Background: an optimization exercise with open tools, aiming at small area. Do not read the settings as production practice. In this exercise RTL edits were held to simulation tests only and were not proved equivalent to the original. Power is estimated from default activity; no workload was simulated.

==> flow/design.v (excerpt) <==
module psc_bridge (
  input  wire        clk,
  input  wire        rst,           
  output wire        idle,          
  input  wire        cmd_valid,
  input  wire [7:0]  cmd_data,
  input  wire        cmd_last,
  output wire        cmd_ready,
  input  wire        tick,
  output wire        out_valid,
  output wire [7:0]  out_data,
  output wire        out_last,
  input  wire        out_ready,
  output wire        led,
  input  wire        mode,
  input  wire [31:0] millis,
  input  wire [7:0]  rand_data,
  output wire        rand_req,
  output wire        bus_sel_n,
  output wire        bus_req,
  output wire [7:0]  bus_tx,        
  input  wire        bus_done,
  input  wire [7:0]  bus_rx,        
  input  wire        bus_ack
);
export LEC_CHECK = 0
export ABC_AREA = 1
export CAP_MARGIN = 20
export CORE_MARGIN = 2
export CORE_UTILIZATION = 40
export CTS_BUF_LIST = sky130_fd_sc_hd__clkbuf_8
export SLEW_MARGIN = 20
create_clock -name core_clock -period 10.0 [get_ports {clk}]
standard.sh (not shown) runs the stock make flow with config.mk's settings and CLKGATE_MAP_FILE= SYNTH_SCRIPT=/design/flow/synth_recipe.tcl, a recipe that flattens the netlist after the stock synthesis.
==> flow/flow/run.sh <==
#!/bin/bash
export BUFFER_PORTS_ARGS="-buffer_cell sky130_fd_sc_hd__buf_1"
bash standard.sh > standard.log 2>&1
==> next run, changes <==
==> flow/flow/run.sh (replaced) <==
#!/bin/bash
export BUFFER_PORTS_ARGS="-buffer_cell sky130_fd_sc_hd__buf_1"
export CTS_ARGS="-sink_clustering_enable -repair_clock_nets -buf_list sky130_fd_sc_hd__clkbuf_8 -dont_use_dummy_load"
export PRE_RESIZE_TCL="$PWD/flow/downsize.tcl"
export POST_FLOORPLAN_TCL="$PWD/flow/restructure.tcl"
bash standard.sh > standard.log 2>&1
==> flow/flow/downsize.tcl (new file) <==
# Runs before the placement repair (ORFS's PRE_RESIZE_TCL hook). Synthesis
# (ABC's upsize step) leaves some gates at a higher drive strength than the
# design needs at its clock period; this gives every combinational gate that
# has a drive-1 variant of the same function that variant. repair_design,
# which runs next in this step, and the timing repairs of the later steps
# size gates up again wherever slew, capacitance or timing needs it.
set dont_use $::env(DONT_USE_CELLS)
set n 0
foreach inst [get_cells *] {
  set master [get_property $inst ref_name]
  if {![regexp {^(sky130_fd_sc_hd__[a-z0-9]+)_([0-9]+)$} $master -> base drive]} { continue }
  if {$drive <= 1} { continue }
  # registers, latches, clock cells, tie and physical cells keep their size
  if {[regexp {__(df|edf|sdf|dl|clk|tap|fill|decap|conb|diode)} $master]} { continue }
  set target ${base}_1
  if {[lsearch -exact $dont_use $target] >= 0} { continue }
  set lc [get_lib_cells -quiet */$target]
  if {[llength $lc] == 0} { continue }
  replace_cell $inst [lindex $lc 0]
  incr n
}
puts "downsize.tcl: $n gates set to drive strength 1"
==> flow/flow/restructure.tcl (new file) <==
# Runs at the end of the floorplan step (ORFS's POST_FLOORPLAN_TCL hook):
# OpenROAD's restructure re-maps the combinational logic for area with ABC
# (registers are not touched), keeping the cells ORFS marks don't-use out.
set_dont_use $::env(DONT_USE_CELLS)
set tielo_cell [lindex $::env(TIELO_CELL_AND_PORT) 0]
set tiehi_cell [lindex $::env(TIEHI_CELL_AND_PORT) 0]
set tielo_lib [get_name [get_property [lindex [get_lib_cell $tielo_cell] 0] library]]
set tiehi_lib [get_name [get_property [lindex [get_lib_cell $tiehi_cell] 0] library]]
set tielo_port $tielo_lib/$tielo_cell/[lindex $::env(TIELO_CELL_AND_PORT) 1]
set tiehi_port $tiehi_lib/$tiehi_cell/[lindex $::env(TIEHI_CELL_AND_PORT) 1]
set lib [lindex $::env(LIB_FILES) 0]
puts "restructure.tcl: area before [sta::format_area [rsz::design_area] 0]"
restructure -target area -liberty_file $lib -tielo_port $tielo_port -tiehi_port $tiehi_port \
  -work_dir $::env(OBJECTS_DIR) -abc_logfile $::env(LOG_DIR)/2_1_restructure_abc.log
puts "restructure.tcl: area after [sta::format_area [rsz::design_area] 0]"
Effect: Routed wire length shrinks by 7.3%. Critical path depth shrinks by 3. Register-to-register slack loses 0.89 ns. Utilization shrinks by 4.3 points. Worst setup slack loses 2.1 ns. Synthesized area stays the same. Non-clock buffer count grows by 12. Via count shrinks by 6.9%. Fmax shrinks by 26%.
==> next run, changes <==
==> flow/flow/run.sh (replaced) <==
#!/bin/bash
export BUFFER_PORTS_ARGS="-buffer_cell sky130_fd_sc_hd__buf_1"
export CTS_ARGS="-sink_clustering_enable -repair_clock_nets -buf_list sky130_fd_sc_hd__clkbuf_8 -dont_use_dummy_load"
bash standard.sh > standard.log 2>&1
removed: flow/flow/downsize.tcl
removed: flow/flow/restructure.tcl
Outcome: The changed run finished clean. Maximum frequency came out higher by 37%. Hold slack gets worse by 0.024 ns. Power came out higher by 4.4%. Combinational power came out higher by about 10%. Cell count came out higher by 18%. Cell area came out higher by 9.4%. Via count came out higher by about 7%. Die area stays the same. Sequential power came out higher by about 3%. Wire length came out higher by about 8%. Worst setup slack gets better by 2.2 ns.
==> next run, changes <==
==> flow/run.sh (new file) <==
#!/bin/bash
# synth_recipe.tcl (not shown) runs the flow's synth.tcl, then flattens the netlist and writes it again
# the make line also repeats each setting of config.mk as NAME=value (left out here)
make -C /OpenROAD-flow-scripts/flow DESIGN_CONFIG=/design/flow/config.mk WORK_HOME=/design/flow/orfs CLKGATE_MAP_FILE= SYNTH_SCRIPT=/design/flow/synth_recipe.tcl finish
- CTS_BUF_LIST: sky130_fd_sc_hd__clkbuf_8 -> default
removed: flow/flow/run.sh
removed: flow/standard.sh
Effect:
- The changed run passed the timing, DRC and antenna checks
- worst setup slack loses 0.24 ns
- global-route usage increases by 0.71 points
- utilization increases by 3.3 points
- via count decreases by 0.32%
==> next run, changes <==
==> flow/flow/run.sh (new file) <==
#!/bin/bash
# Layout flow: the standard flow (standard.sh: the standard synthesis
# and the ORFS steps, unchanged) with two settings changed:
#  - the buffers ORFS puts on every input and output port are the smallest
#    buffer cell (buf_1), not the cell buffer_ports picks by default;
#  - clock tree synthesis uses clkbuf_8 and inserts no dummy loads (its
#    other arguments are ORFS's defaults).
# The whole output of the flow goes to standard.log in this folder; ORFS's
# per-step logs stay under orfs/logs/.
export BUFFER_PORTS_ARGS="-buffer_cell sky130_fd_sc_hd__buf_1"
export CTS_ARGS="-sink_clustering_enable -repair_clock_nets -buf_list sky130_fd_sc_hd__clkbuf_8 -dont_use_dummy_load"
bash standard.sh > standard.log 2>&1
==> flow/standard.sh (new file) <==
#!/bin/bash
# synth_recipe.tcl (not shown) runs the flow's synth.tcl, then flattens the netlist and writes it again
# the make line also repeats each setting of config.mk as NAME=value (left out here)
make -C /OpenROAD-flow-scripts/flow DESIGN_CONFIG=/design/flow/config.mk WORK_HOME=/design/flow/orfs CLKGATE_MAP_FILE= SYNTH_SCRIPT=/design/flow/synth_recipe.tcl "${@:-finish}"
- CTS_BUF_LIST: default -> sky130_fd_sc_hd__clkbuf_8
removed: flow/run.sh
The new run completed without violations.
Final cell count fell slightly.
Global-route usage fell by 0.71 points.
Critical path depth fell by 1.
Non-clock buffer count fell by 3.
Worst hold slack is worse by 0.023 ns.
Wire length fell by a few percent.
Total power fell by about a fifth.
==> next run, changes <==
==> flow/flow/run.sh (replaced) <==
#!/bin/bash
export BUFFER_PORTS_ARGS="-buffer_cell sky130_fd_sc_hd__buf_1"
export RECOVER_POWER=100
bash standard.sh > standard.log 2>&1
- CTS_BUF_LIST: sky130_fd_sc_hd__clkbuf_8 -> sky130_fd_sc_hd__clkbuf_4 sky130_fd_sc_hd__clkbuf_8
Now the flow ran to the end with violations: max-capacitance violations, max-slew violations. Clock skew went down by 0.019 ns. Critical path depth went down by 3. Final cell count went up by 0.55%. Fmax went down by 2.3%. Worst setup slack gets worse by 0.14 ns. Count of clock-buffer cells in the layout went up by 1. Synthesized cell count does not change. Routed wire length is about the same. Global-route usage barely changes. Power went up by 5.6%. Register-to-register slack gets worse by 1.0 ns.

-- what the ideal ports hide --
Ports are ideal in the flow. The routed layouts listed here were re-timed in OpenROAD. Step 1 (the two cells are an assumption about what drives the block):
set clk [get_ports {clk}]
set_driving_cell -lib_cell sky130_fd_sc_hd__clkbuf_16 $clk
set_driving_cell -lib_cell sky130_fd_sc_hd__buf_2 [delete_from_list [all_inputs] $clk]
Step 2 also shifts input and output timing later by t, the mid clock arrival at the registers, as if the neighbouring blocks saw the same clock. Three values: ideal, step 1, step 2; two values: the first two.
run | shift t [ns] | slack for setup (ns) | worst register clock-pin slew, ns | worst slew at a driven data input, ns
the first run | 0.404 | 3.946 / 3.910 / 4.314 | 0.11 / 0.11 | 0.05
the second run | 0.393 | 1.841 / 1.804 / 2.197 | 0.12 / 0.12 | 0.04
the third run | 0.387 | 4.031 / 3.997 / 4.384 | 0.10 / 0.10 | 0.05
the fourth run | 0.386 | 3.790 / 3.751 / 3.751 | 0.08 / 0.08 | 0.06
the fifth run | 0.387 | 4.031 / 3.997 / 4.384 | 0.10 / 0.10 | 0.05
the sixth run | 0.402 | 3.891 / 3.856 / 4.258 | 0.11 / 0.11 | 0.05
For the fourth run, which loses most, drivers alone change the setup slack by -0.039 ns; drivers and shift together by -0.039 ns.
